Background: an optimization exercise with open tools, aiming at small area. Do not read the settings as production practice.
Function was checked by simulation only, so behaviour that the tests miss may differ from the original.
Power and IR drop assume default switching activity.

==> design/flow/design.v <==
module pxar_d400_decoder (
    input  wire        clk,
    input  wire        rst,             
    input  wire        cfg_fourport,    
    input  wire        cfg_invert,      
    input  wire        cfg_no_eid,      
    input  wire [7:0]  cfg_chain_len,   
    input  wire [7:0]  cfg_chain_off,   
    input  wire        in_valid,
    input  wire [15:0] in_word,
    output reg         pix_valid,
    output reg  [7:0]  pix_roc,
    output reg  [5:0]  pix_col,
    output reg  [6:0]  pix_row,
    output reg  [7:0]  pix_value,
    output reg         evt_valid,
    output reg         evt_keep,
    output reg  [15:0] evt_header,
    output reg  [15:0] evt_trailer,
    output reg  [15:0] evt_errors,
    input  wire [4:0]  stat_sel,
    input  wire        stat_clear,
    output reg  [31:0] stat_data
);
    localparam [15:0] RAW_MAX = 16'd40000;
    localparam S_WORDS      = 0;
    localparam S_EMPTY      = 1;
    localparam S_VALID      = 2;
    localparam S_START      = 3;
    localparam S_STOP       = 4;
    localparam S_OVERFLOW   = 5;
    localparam S_XOR        = 6;
    localparam S_PKAM       = 7;
    localparam S_NODATA     = 8;
    localparam S_IDLEDATA   = 9;
    localparam S_CODE       = 10;
    localparam S_FRAME      = 11;
    localparam S_TBMHDR     = 12;
    localparam S_TBMTRL     = 13;
    localparam S_EID        = 14;
    localparam S_ROCMISS    = 15;
    localparam S_NOTOKEN    = 16;
    localparam S_READBACK   = 17;
    localparam S_INCOMPLETE = 18;
    localparam S_ADDRESS    = 19;
    localparam S_PULSE      = 20;
    localparam S_CORRUPT    = 21;
    wire [2:0] in_cls    = in_word[15:13];
    wire       in_is_hdr = (in_cls == 3'b101);
    wire       in_is_trl = (in_cls == 3'b110);
    reg        in_frame;      
    reg        f_start_err;   
    reg        f_ovf;
    reg [15:0] f_n;           
    reg [15:0] f_h1, f_h2;    
    reg [15:0] f_d1, f_d2;    
    reg        e1_valid;
    reg [15:0] e1_n;
    reg        e1_start_err, e1_end_err, e1_ovf;
    reg [15:0] e1_h1, e1_h2, e1_t1, e1_t2;
    reg        b_valid;
    reg [15:0] b_word;
    wire        app_room = (f_n < RAW_MAX);
    wire [15:0] app_n    = app_room ? f_n + 16'd1 : f_n;
    wire [15:0] app_d1   = app_room ? f_d2 : f_d1;
    wire [15:0] app_d2   = app_room ? in_word : f_d2;
    always @(posedge clk) begin
        if (rst) begin
            in_frame     <= 1'b0;
            f_start_err  <= 1'b0;
            f_ovf        <= 1'b0;
            f_n          <= 16'd0;
            f_h1         <= 16'd0;
            f_h2         <= 16'd0;
            f_d1         <= 16'd0;
            f_d2         <= 16'd0;
            e1_valid     <= 1'b0;
            e1_n         <= 16'd0;
            e1_start_err <= 1'b0;
            e1_end_err   <= 1'b0;
            e1_ovf       <= 1'b0;
            e1_h1        <= 16'd0;
            e1_h2        <= 16'd0;
            e1_t1        <= 16'd0;
            e1_t2        <= 16'd0;
            b_valid      <= 1'b0;
            b_word       <= 16'd0;
        end else begin
            e1_valid <= 1'b0;
            b_valid  <= 1'b0;
            if (in_valid) begin
                if (!in_frame) begin
                    if (in_is_hdr) begin
                        in_frame <= 1'b1;
                        f_n      <= 16'd1;
                        f_ovf    <= 1'b0;
                        f_h1     <= in_word;
                        f_d2     <= in_word;
                    end else begin
                        f_start_err <= 1'b1;
                    end
                end else if (in_is_hdr) begin
                    e1_valid     <= 1'b1;
                    e1_n         <= f_n;
                    e1_start_err <= f_start_err;
                    e1_end_err   <= 1'b1;
                    e1_ovf       <= f_ovf;
                    e1_h1        <= f_h1;
                    e1_h2        <= f_h2;
                    e1_t1        <= f_d1;
                    e1_t2        <= f_d2;
                    f_start_err  <= 1'b0;
                    f_n          <= 16'd1;
                    f_ovf        <= 1'b0;
                    f_h1         <= in_word;
                    f_d2         <= in_word;
                end else begin
                    f_n  <= app_n;
                    f_d1 <= app_d1;
                    f_d2 <= app_d2;
                    if (!app_room)
                        f_ovf <= 1'b1;
                    if (app_room && f_n == 16'd1)
                        f_h2 <= in_word;
                    if (app_room && f_n >= 16'd4) begin
                        b_valid <= 1'b1;
                        b_word  <= f_d1;
                    end
                    if (in_is_trl) begin
                        e1_valid     <= 1'b1;
                        e1_n         <= app_n;
                        e1_start_err <= f_start_err;
                        e1_end_err   <= 1'b0;
                        e1_ovf       <= f_ovf | ~app_room;
                        e1_h1        <= f_h1;
                        e1_h2        <= (f_n == 16'd1) ? in_word : f_h2;
                        e1_t1        <= app_d1;
                        e1_t2        <= app_d2;
                        in_frame     <= 1'b0;
                        f_start_err  <= 1'b0;
                    end
                end
            end
        end
    end
    reg  [11:0] s_hit_a;                          
    wire [23:0] raw24 = {s_hit_a, b_word[11:0]};
    wire [2:0] dg_c1 = raw24[23:21];
    wire [2:0] dg_c0 = raw24[20:18];
    wire [2:0] dg_r2 = raw24[17:15] ^ {3{cfg_invert}};
    wire [2:0] dg_r1 = raw24[14:12] ^ {3{cfg_invert}};
    wire [2:0] dg_r0 = raw24[11:9]  ^ {3{cfg_invert}};
    wire [8:0] dec_r      = {6'd0, dg_r2} * 9'd36 + {6'd0, dg_r1} * 9'd6 + {6'd0, dg_r0};
    wire [5:0] dec_c      = {3'd0, dg_c1} * 6'd6 + {3'd0, dg_c0};
    wire [7:0] dec_row8   = 8'd80 - dec_r[8:1];
    wire [6:0] dec_column = {dec_c, dec_r[0]};
    wire [7:0] dec_value  = {raw24[8:5], raw24[3:0]};
    wire dec_pulse   = raw24[4];
    wire dec_corrupt = !dec_pulse && (dec_row8 == 8'd80);
    wire dec_address = !dec_pulse && !dec_corrupt &&
                       ((dec_row8 > 8'd80) || (dec_column >= 7'd52));
    wire dec_dummy   = cfg_fourport && (raw24 == 24'hffffff);
    reg        e1b_valid;              
    reg [15:0] e1b_n;
    reg        e1b_start_err, e1b_end_err, e1b_ovf;
    reg [15:0] e1b_h1, e1b_h2, e1b_t1, e1b_t2;
    reg        s_stopped;              
    reg        s_abort;                
    reg        s_hit;                  
    reg        s_pair;                 
    reg [15:0] s_pair_a;
    reg [15:0] s_nroc;
    reg        s_xor;
    reg [3:0]  s_deser;                
    reg [15:0] s_tbmhdr, s_tbmtrl;
    reg        s_incomplete;
    reg [15:0] s_address, s_pulse, s_corrupt;
    reg [15:0] s_errors;
    reg        s_anypix;
    reg        e2_valid;
    reg [15:0] e2_n;
    reg        e2_start_err, e2_end_err, e2_ovf;
    reg [15:0] e2_h1, e2_h2, e2_t1, e2_t2;
    reg [15:0] e2_nroc;
    reg        e2_abort;
    reg        e2_xor;
    reg [3:0]  e2_deser;
    reg [15:0] e2_tbmhdr, e2_tbmtrl;
    reg        e2_incomplete;
    reg [15:0] e2_address, e2_pulse, e2_corrupt;
    reg [15:0] e2_errors;
    reg        e2_anypix;
    wire [2:0]  b_cls  = b_word[15:13];
    wire [15:0] pair_f = s_pair_a[12] ? s_pair_a : b_word;
    always @(posedge clk) begin
        if (rst) begin
            e1b_valid     <= 1'b0;
            e1b_n         <= 16'd0;
            e1b_start_err <= 1'b0;
            e1b_end_err   <= 1'b0;
            e1b_ovf       <= 1'b0;
            e1b_h1        <= 16'd0;
            e1b_h2        <= 16'd0;
            e1b_t1        <= 16'd0;
            e1b_t2        <= 16'd0;
            s_stopped     <= 1'b0;
            s_abort       <= 1'b0;
            s_hit         <= 1'b0;
            s_hit_a       <= 12'd0;
            s_pair        <= 1'b0;
            s_pair_a      <= 16'd0;
            s_nroc        <= 16'd0;
            s_xor         <= 1'b0;
            s_deser       <= 4'd0;
            s_tbmhdr      <= 16'd0;
            s_tbmtrl      <= 16'd0;
            s_incomplete  <= 1'b0;
            s_address     <= 16'd0;
            s_pulse       <= 16'd0;
            s_corrupt     <= 16'd0;
            s_errors      <= 16'd0;
            s_anypix      <= 1'b0;
            e2_valid      <= 1'b0;
            e2_n          <= 16'd0;
            e2_start_err  <= 1'b0;
            e2_end_err    <= 1'b0;
            e2_ovf        <= 1'b0;
            e2_h1         <= 16'd0;
            e2_h2         <= 16'd0;
            e2_t1         <= 16'd0;
            e2_t2         <= 16'd0;
            e2_nroc       <= 16'd0;
            e2_abort      <= 1'b0;
            e2_xor        <= 1'b0;
            e2_deser      <= 4'd0;
            e2_tbmhdr     <= 16'd0;
            e2_tbmtrl     <= 16'd0;
            e2_incomplete <= 1'b0;
            e2_address    <= 16'd0;
            e2_pulse      <= 16'd0;
            e2_corrupt    <= 16'd0;
            e2_errors     <= 16'd0;
            e2_anypix     <= 1'b0;
            pix_valid     <= 1'b0;
            pix_roc       <= 8'd0;
            pix_col       <= 6'd0;
            pix_row       <= 7'd0;
            pix_value     <= 8'd0;
        end else begin
            e1b_valid     <= e1_valid;
            e1b_n         <= e1_n;
            e1b_start_err <= e1_start_err;
            e1b_end_err   <= e1_end_err;
            e1b_ovf       <= e1_ovf;
            e1b_h1        <= e1_h1;
            e1b_h2        <= e1_h2;
            e1b_t1        <= e1_t1;
            e1b_t2        <= e1_t2;
            pix_valid <= 1'b0;
            e2_valid  <= 1'b0;
            if (b_valid && !s_stopped) begin
                if (s_hit) begin
                    s_hit <= 1'b0;
                    if (!dec_dummy) begin
                        if (dec_pulse) begin
                            s_pulse  <= s_pulse + 16'd1;
                            s_errors <= s_errors + 16'd1;
                        end else if (dec_corrupt) begin
                            s_corrupt <= s_corrupt + 16'd1;
                            s_errors  <= s_errors + 16'd1;
                        end else if (dec_address) begin
                            s_address <= s_address + 16'd1;
                            s_errors  <= s_errors + 16'd1;
                        end else begin
                            s_anypix  <= 1'b1;
                            pix_valid <= 1'b1;
                            pix_roc   <= cfg_chain_off + s_nroc[7:0] - 8'd1;
                            pix_col   <= dec_column[5:0];
                            pix_row   <= dec_row8[6:0];
                            pix_value <= dec_value;
                        end
                    end
                end else if (s_pair) begin
                    s_pair <= 1'b0;
                    if (s_pair_a[15:13] == 3'b101) begin
                        if (b_cls != 3'b100)
                            s_tbmhdr <= s_tbmhdr + 16'd1;
                    end else begin
                        if (b_cls != 3'b110)
                            s_tbmtrl <= s_tbmtrl + 16'd1;
                        if (s_pair_a[12] || b_word[12]) begin
                            if (pair_f[8]) begin
                                s_deser   <= 4'b0001;
                                s_abort   <= 1'b1;
                                s_stopped <= 1'b1;
                            end else if (pair_f[9]) begin
                                s_deser   <= 4'b0010;
                                s_abort   <= 1'b1;
                                s_stopped <= 1'b1;
                            end else if (pair_f[10]) begin
                                s_deser   <= 4'b0100;
                                s_abort   <= 1'b1;
                                s_stopped <= 1'b1;
                            end else if (pair_f[11]) begin
                                s_deser   <= 4'b1000;
                                s_abort   <= 1'b1;
                                s_stopped <= 1'b1;
                            end
                        end
                    end
                end else begin
                    case (b_cls)
                        3'b010: begin
                            s_nroc <= s_nroc + 16'd1;
                            if (b_word[11:4] == 8'hff) begin
                                s_xor     <= 1'b1;
                                s_abort   <= 1'b1;
                                s_stopped <= 1'b1;
                            end
                        end
                        3'b101, 3'b111: begin
                            s_pair   <= 1'b1;
                            s_pair_a <= b_word;
                        end
                        3'b000: begin
                            if (s_nroc != 16'd0) begin
                                s_hit   <= 1'b1;
                                s_hit_a <= b_word[11:0];
                            end
                        end
                        3'b001: begin
                            if (s_nroc != 16'd0) begin
                                s_incomplete <= 1'b1;
                                s_errors     <= s_errors + 16'd1;
                                s_stopped    <= 1'b1;
                            end
                        end
                        default: ;
                    endcase
                end
            end
            if (e1b_valid) begin
                e2_valid      <= 1'b1;
                e2_n          <= e1b_n;
                e2_start_err  <= e1b_start_err;
                e2_end_err    <= e1b_end_err;
                e2_ovf        <= e1b_ovf;
                e2_h1         <= e1b_h1;
                e2_h2         <= e1b_h2;
                e2_t1         <= e1b_t1;
                e2_t2         <= e1b_t2;
                e2_nroc       <= s_nroc;
                e2_abort      <= s_abort;
                e2_xor        <= s_xor;
                e2_deser      <= s_deser;
                e2_tbmhdr     <= s_tbmhdr;
                e2_tbmtrl     <= s_tbmtrl;
                e2_incomplete <= s_incomplete;
                e2_address    <= s_address;
                e2_pulse      <= s_pulse;
                e2_corrupt    <= s_corrupt;
                e2_errors     <= s_errors;
                e2_anypix     <= s_anypix;
                if (!s_stopped && s_hit) begin
                    e2_incomplete <= 1'b1;
                    e2_errors     <= s_errors + 16'd1;
                end
                if (!s_stopped && s_pair) begin
                    if (s_pair_a[15:13] == 3'b101)
                        e2_tbmhdr <= s_tbmhdr + 16'd1;
                    else
                        e2_tbmtrl <= s_tbmtrl + 16'd1;
                end
                s_stopped    <= 1'b0;
                s_abort      <= 1'b0;
                s_hit        <= 1'b0;
                s_pair       <= 1'b0;
                s_nroc       <= 16'd0;
                s_xor        <= 1'b0;
                s_deser      <= 4'd0;
                s_tbmhdr     <= 16'd0;
                s_tbmtrl     <= 16'd0;
                s_incomplete <= 1'b0;
                s_address    <= 16'd0;
                s_pulse      <= 16'd0;
                s_corrupt    <= 16'd0;
                s_errors     <= 16'd0;
                s_anypix     <= 1'b0;
            end
        end
    end
    reg [31:0] stats [0:21];
    reg        eid_valid;
    reg [7:0]  eid;
    wire        c_short   = (e2_n < 16'd4);
    wire        c_hdr_bad = (e2_h1[15:13] != 3'b101) || (e2_h2[15:13] != 3'b100);
    wire        c_trl_bad = (e2_t1[15:13] != 3'b111) || (e2_t2[15:13] != 3'b110);
    wire        c_flagged = e2_t1[12] || e2_t2[12];
    wire [15:0] c_flag_w  = e2_t1[12] ? e2_t1 : e2_t2;
    wire        c_link    = c_flagged && (c_flag_w[11:8] != 4'd0);
    wire [15:0] c_header  = {e2_h1[7:0], e2_h2[7:0]};
    wire [15:0] c_trailer = c_flagged ? 16'd0 : {e2_t1[7:0], e2_t2[7:0]};
    wire [7:0]  c_tc      = c_header[15:8];
    wire        c_ntp     = c_trailer[15];
    wire        c_reset   = c_trailer[14];
    wire        c_pkam    = c_trailer[6];
    integer i;
    always @(posedge clk) begin
        if (rst) begin
            for (i = 0; i < 22; i = i + 1)
                stats[i] <= 32'd0;
            eid_valid   <= 1'b0;
            eid         <= 8'd0;
            evt_valid   <= 1'b0;
            evt_keep    <= 1'b0;
            evt_header  <= 16'd0;
            evt_trailer <= 16'd0;
            evt_errors  <= 16'd0;
        end else begin
            evt_valid <= 1'b0;
            if (e2_valid) begin
                evt_valid   <= 1'b1;
                evt_keep    <= 1'b0;
                evt_header  <= 16'd0;
                evt_trailer <= 16'd0;
                evt_errors  <= 16'd0;
                stats[S_WORDS] <= stats[S_WORDS] + {16'd0, e2_n};
                if (e2_start_err) stats[S_START]    <= stats[S_START] + 32'd1;
                if (e2_end_err)   stats[S_STOP]     <= stats[S_STOP] + 32'd1;
                if (e2_ovf)       stats[S_OVERFLOW] <= stats[S_OVERFLOW] + 32'd1;
                if (c_short) begin
                    stats[S_TBMHDR] <= stats[S_TBMHDR] + 32'd1;
                    stats[S_TBMTRL] <= stats[S_TBMTRL] + 32'd1;
                end else if (c_link) begin
                    if (c_hdr_bad) stats[S_TBMHDR] <= stats[S_TBMHDR] + 32'd1;
                    if (c_trl_bad) stats[S_TBMTRL] <= stats[S_TBMTRL] + 32'd1;
                    if (c_flag_w[8])
                        stats[S_NODATA] <= stats[S_NODATA] + 32'd1;
                    else if (c_flag_w[9])
                        stats[S_IDLEDATA] <= stats[S_IDLEDATA] + 32'd1;
                    else if (c_flag_w[10])
                        stats[S_CODE] <= stats[S_CODE] + 32'd1;
                    else
                        stats[S_FRAME] <= stats[S_FRAME] + 32'd1;
                end else begin
                    stats[S_TBMHDR] <= stats[S_TBMHDR] + {16'd0, e2_tbmhdr} + {31'd0, c_hdr_bad};
                    stats[S_TBMTRL] <= stats[S_TBMTRL] + {16'd0, e2_tbmtrl} + {31'd0, c_trl_bad};
                    if (!eid_valid) begin
                        eid_valid <= 1'b1;
                        eid       <= c_tc + 8'd1;
                    end else if (c_reset) begin
                        eid <= c_tc + 8'd1;
                    end else if (!cfg_no_eid && c_tc != eid) begin
                        stats[S_EID] <= stats[S_EID] + 32'd1;
                        eid          <= c_tc + 8'd1;
                    end else begin
                        eid <= eid + 8'd1;
                    end
                    if (e2_xor)       stats[S_XOR]      <= stats[S_XOR] + 32'd1;
                    if (e2_deser[0])  stats[S_NODATA]   <= stats[S_NODATA] + 32'd1;
                    if (e2_deser[1])  stats[S_IDLEDATA] <= stats[S_IDLEDATA] + 32'd1;
                    if (e2_deser[2])  stats[S_CODE]     <= stats[S_CODE] + 32'd1;
                    if (e2_deser[3])  stats[S_FRAME]    <= stats[S_FRAME] + 32'd1;
                    if (e2_incomplete)
                        stats[S_INCOMPLETE] <= stats[S_INCOMPLETE] + 32'd1;
                    stats[S_ADDRESS] <= stats[S_ADDRESS] + {16'd0, e2_address};
                    stats[S_PULSE]   <= stats[S_PULSE] + {16'd0, e2_pulse};
                    stats[S_CORRUPT] <= stats[S_CORRUPT] + {16'd0, e2_corrupt};
                    if (!e2_abort) begin
                        if (c_pkam && c_ntp) begin
                            stats[S_PKAM] <= stats[S_PKAM] + 32'd1;
                        end else if (c_ntp && e2_nroc != 16'd0) begin
                            stats[S_NOTOKEN] <= stats[S_NOTOKEN] + 32'd1;
                        end else if (!c_ntp && e2_nroc != {8'd0, cfg_chain_len}) begin
                            stats[S_ROCMISS] <= stats[S_ROCMISS] + 32'd1;
                        end else begin
                            if (e2_anypix)
                                stats[S_VALID] <= stats[S_VALID] + 32'd1;
                            else
                                stats[S_EMPTY] <= stats[S_EMPTY] + 32'd1;
                            evt_keep    <= 1'b1;
                            evt_header  <= c_header;
                            evt_trailer <= c_trailer;
                            evt_errors  <= e2_errors;
                        end
                    end
                end
            end
            if (stat_clear) begin
                for (i = 0; i < 22; i = i + 1)
                    stats[i] <= 32'd0;
                eid_valid <= 1'b0;
                eid       <= 8'd0;
            end
        end
    end
    always @(*) begin
        if (stat_sel < 5'd22 && stat_sel != S_READBACK)
            stat_data = stats[stat_sel];
        else
            stat_data = 32'd0;
    end
endmodule
==> design/flow/run.sh <==
#!/bin/bash
# synth_recipe.tcl (not shown) runs the flow's synth.tcl, then flattens the netlist and writes it again
# the make line also repeats each setting of config.mk as NAME=value (left out here)
make -C /OpenROAD-flow-scripts/flow DESIGN_CONFIG=/design/flow/config.mk WORK_HOME=/design/flow/orfs CLKGATE_MAP_FILE= SYNTH_SCRIPT=/design/flow/synth_recipe.tcl finish
==> design/flow/config.mk <==
export PLATFORM = sky130hd
export DESIGN_NAME = pxar_d400_decoder
export DESIGN_NICKNAME = pxar_d400_decoder
export VERILOG_FILES = /design/flow/design.v
export SDC_FILE = /design/flow/constraint.sdc
export NUM_CORES = 4
export LEC_CHECK = 0
export CAP_MARGIN = 20
export CORE_MARGIN = 2
export CORE_UTILIZATION = 40
export SLEW_MARGIN = 20
==> design/flow/constraint.sdc <==
create_clock -name core_clock -period 10.0 [get_ports {clk}]
set_input_delay 2.0000 -clock core_clock [delete_from_list [all_inputs] [get_ports {clk}]]
set_output_delay 2.0000 -clock core_clock [all_outputs]
set_load 0.01 [all_outputs]
==> run notes <==
Run status:
- The run finished with no timing, DRC or antenna violations.

Logic synthesis:
- The sequential fraction of the synthesis area is 0.417.
- Yosys attributes the largest share of cell area to sky130_fd_sc_hd__dfxtp_1 (42%), sky130_fd_sc_hd__nor2_1 (7.0%), sky130_fd_sc_hd__xor2_1 (6.1%), sky130_fd_sc_hd__nand2_1 (4.7%), sky130_fd_sc_hd__mux2i_1 (4.6%).
- The combined area of all synthesized cells is 64200 um^2.
- The synthesized net count is 7916.
- In this run, synthesis inferred 0 flip-flops with an integrated enable.
- The share of synthesized area in the top cell type comes to 0.417.
- Summed over all instances, the cell type with the most area after synthesis is sky130_fd_sc_hd__dfxtp_1.
- The post-synthesis average cell area is 8.33 um^2.
- The number of distinct standard cells referenced by the synthesized netlist is 84.
- The cell with the most instances after synthesis is sky130_fd_sc_hd__dfxtp_1.
- The gate count of the mapped netlist is 7705.
- By count the netlist is led by sky130_fd_sc_hd__dfxtp_1 (1336), sky130_fd_sc_hd__nor2_1 (1205), sky130_fd_sc_hd__nand2_1 (807).
- The synthesis warning total is 2.
- After synthesis, the share of flip-flops with an asynchronous set or reset is 0.
- The leading register cell type out of synthesis is sky130_fd_sc_hd__dfxtp_1.
- Synthesis inferred 1336 register bits.

Clocking:
- The number of hold buffers added after CTS is 0.
- The clock drives 1336 sinks.
- After clock tree synthesis, the clock-pin slew on the worst setup and hold paths is 0.06 ns.
- The clock tree synthesis step divided the H-tree into 4 levels.
- Buffers inserted during clock tree synthesis total 151.
- The post-CTS resize count is 0.
- The maximum root-to-sink buffer count is 3.
- The CTS root buffer is sky130_fd_sc_hd__clkbuf_16.
- TritonCTS built the clock tree.
- The clock reaches the later pin of the worst-skew pair after 0.80 ns.
- The post-CTS setup buffer count is 0.

Layout:
- The register with the most flip-flops in the layout has 672 of them.
- The final-layout fill cell count is 15500.
- The count of cells in the finished layout, fillers not included, comes to 9869.
- The final net count is 7899.
- Of the cells placed in the final design, the portion with a size suffix greater than 1 is 0.0518.
- The area growth from synthesis to layout is 13.2%.
- The register ranked first by flip-flop count is stats.
- After routing the design area is 72600 um^2.
- The area occupied by multi-input gates is 35500 um^2.
- The fraction of the core area covered by cells at the end of the flow is 0.458.
- The area taken by flip-flops and latches is 26700 um^2.

Placed design:
- At the placement stage, the worst setup path has a slack of 2.09 ns.
- In this run, placement finished with an instance count of 9606.
- Summed over all nets, the half-perimeter wirelength after detailed placement is 166000 um.
- Port buffering added 155 buffers.
- The placer congestion estimate is 1.02.
- The post-placement cell area is 67600 um^2.

Floorplanning:
- The die outline height is 404 um.
- After floorplanning, the core was divided into 146 placement rows.
- The I/O pin total is 156.
- The standard cell core area is 159000 um^2.
- The initial standard-cell utilization of the core is 0.404.
- The floorplan step defined a die boundary enclosing 164000 um^2.
- In this run the horizontal extent of the chip is 404 um.

Drt:
- The number of DRC violations after detailed-routing iteration 0 is 5845.
- The routed layout has 56600 vias.
- The vias per cell is 5.73.
- The detail route stage leaves a number of antenna-violating nets equal to 0.
- The per-cell routed wire length is 22.7 um.
- Wires add up to 224000 um.
- The first TritonRoute pass finished after 8 iterations.
- In the routed design, unresolved DRC markers number 0.

Worst setup path:
- The slowest cell on the critical path is sky130_fd_sc_hd__a21oi_1.
- The critical path data required time is 8.00 ns.
- The cell that appears most often on the critical path is sky130_fd_sc_hd__clkdlybuf4s50_1.
- Data arrives at the worst endpoint at 6.24 ns.
- Traced cell by cell, the critical path runs through clkdlybuf4s50_1 > nor3_1 > nand2_1 > o21ai_0 > a221oi_1 > o2111ai_1 > nor2_1 > a21oi_1 > clkdlybuf4s50_1.
- The kind of start point of the critical path is an input pin.
- Along the worst path, the maximum fanout reaches 15.
- The type of the worst setup path is in2out.
- The reg-to-reg critical path startpoint is s_hit_a[1].
- For this run, the slowest stage of the critical path takes 0.86 ns.
- STA classifies the critical path endpoint as a primary output.
- The start point of the critical path is stat_sel[3].

Pwr:
- The peak supply drop is 0.180 mV.
- The overall power of the completed layout is 11.4 mW.
- The standby leakage power is 24.9 nW.
- The total power per unit cell area is 157 nW/um^2.

Global route:
- The pin count of the biggest net entering global routing is 189.
- After global routing the overflow that remains totals 0.
- The first global-routing pass estimated 333000 um of wire.
- The via count of the first global-routing pass is 52200.
- The initial antenna violation count is 7.
- The total global-route track usage is 0.267.

STA:
- The final max-slew violation count was 0.
- Setup violations remaining at the end of the flow were counted as 0.
- Setup repair after global routing left no endpoint under its margin.
- The clock period minus worst slack is 8.24 ns.
- Derived from the worst setup path, the maximum achievable clock frequency is 0.121 GHz.
- Hold timing on the final database bottoms out at a slack of 0.445 ns.
- The post-route fraction of the period consumed by the critical path is 0.824.
- The worst slew margin relative to its limit is 0.238.
- The number of endpoints with negative hold slack in the final report is 0.
- The clock arrives with 0.0416 ns of skew.
- The post-layout worst setup margin is 1.76 ns.
- For the pin with the worst max-slew slack, the measured transition is 1.11 ns.
- After routing, the total negative slack on setup checks comes to 0 ns.

Flow run:
- Max-cap violations in this run came to 0.

Hold path:
- The path class of the tightest hold or removal check is reg2reg.
- The start point of the worst hold path is e1_valid.
## cell usage in the layout, fill, tap and decap left out, types with 14 or more instances in the layout
master	netlist	final
sky130_fd_sc_hd__and2_1	35	35
sky130_fd_sc_hd__nor2_1	1205	1192
sky130_fd_sc_hd__clkinv_2	0	14
sky130_fd_sc_hd__mux2i_1	296	296
sky130_fd_sc_hd__nor2b_1	103	103
sky130_fd_sc_hd__nand4_1	159	159
sky130_fd_sc_hd__a222oi_1	31	31
sky130_fd_sc_hd__nand2_1	807	806
sky130_fd_sc_hd__o211ai_1	17	17
sky130_fd_sc_hd__a31oi_1	15	15
sky130_fd_sc_hd__a211oi_1	63	63
sky130_fd_sc_hd__o21ai_0	330	328
sky130_fd_sc_hd__xor2_1	449	449
sky130_fd_sc_hd__ha_1	154	154
sky130_fd_sc_hd__o21a_1	24	24
sky130_fd_sc_hd__clkbuf_8	0	29
sky130_fd_sc_hd__inv_1	143	143
sky130_fd_sc_hd__dfxtp_1	1336	1335
sky130_fd_sc_hd__a22oi_1	178	177
sky130_fd_sc_hd__buf_4	1	81
sky130_fd_sc_hd__nand3_1	308	308
sky130_fd_sc_hd__nor4_1	36	34
sky130_fd_sc_hd__a221oi_1	50	50
sky130_fd_sc_hd__o2111ai_1	21	21
sky130_fd_sc_hd__a311oi_1	62	62
sky130_fd_sc_hd__clkdlybuf4s50_1	0	152
sky130_fd_sc_hd__nor3_1	128	119
sky130_fd_sc_hd__xnor2_1	232	232
sky130_fd_sc_hd__and3_1	167	166
sky130_fd_sc_hd__or3_1	174	174
sky130_fd_sc_hd__clkbuf_16	0	153
sky130_fd_sc_hd__and4_1	50	50
sky130_fd_sc_hd__a21oi_1	437	437
sky130_fd_sc_hd__a21o_1	46	46
sky130_fd_sc_hd__nand2b_1	25	25
sky130_fd_sc_hd__o221a_2	18	18
sky130_fd_sc_hd__clkbuf_1	370	36
## final timing paths
kind / to / slack (ns) / depth (start not counted)
hold reg to reg: e1b_valid / 0.45 / 1
setup / recovery: stat_data[5] / 1.76 / 9
setup reg to reg: s_address[9] / 4.94 / 17
hold / removal: e1b_valid / 0.45 / 1
## layer usage
| layer | GRT usage | vias up | routed length [um] |
|---|---|---|---|
| met5 | 0 | - | 33 |
| met4 | 0.100 | 6 | 8680 |
| met3 | 0.0594 | 415 | 20100 |
| met2 | 0.401 | 2003 | 95500 |
| met1 | 0.371 | 27200 | 100000 |
| li1 | - | 27000 | - |
## worst max-delay path, delay by kind of cell
kind | cells | cell delay, ns
AOI/OAI and AO/OA | 4 | 1.55
buffers and inverters | 2 | 1.43
and+or+nand+nor | 3 | 1.23
## area by class of cell
cell class,instances,area share
antenna,1,0.0000344
clock buffer,218,0.0601
clock inverter,43,0.00954
inverter,144,0.00744
multi-input combinational,5815,0.488
sequential,1336,0.368
tap,2072,0.0357
timing repair buffer,240,0.0306
## where the power goes
| group | internal, mW | switching [mW] |
|---|---|---|
| Sequential | 5.33 | 0.00792 |
| Clock | 3.35 | 2.34 |
| Combinational | 0.108 | 0.264 |
| Total | 8.79 | 2.61 |
## cells by family after synthesis
group                    after synthesis  share of synthesized area
XOR/XNOR                             681                     0.0930
AND/OR/NAND/NOR                     3261                      0.235
multiplexers                         300                     0.0469
flip-flops                          1336                      0.417
AO/OA/AOI/OAI                       1406                      0.142
buffers and inverters                554                     0.0326
adder cells (fa/ha/maj)              167                     0.0341

re-timing with driven ports:
The flow's constraints put no driver on any port. The routed layout listed below was extracted and timed again, unchanged, in two steps. Step 1, drivers: a clkbuf_16 drives clk and a buf_2 each remaining input, both assumed. Step 2 moves the port delays by t, midway between the first and last clock arrival at a register: inputs arrive t later, outputs are due t later. That takes back most of the time a late clock gives input paths. Slacks: ideal / step 1 / step 2; pairs: ideal / step 1.
t (ns): 0.858
setup slack, ns: 1.762 / 1.733 / 1.733
worst hold slack (ns): 0.445 / 0.445 / 0.445
worst setup path at the end: input to output
pins driven straight from the clock port: 1
After both steps this run still meets setup and hold. For this run, drivers alone change the setup slack by -0.029 ns; drivers and shift together by -0.029 ns.
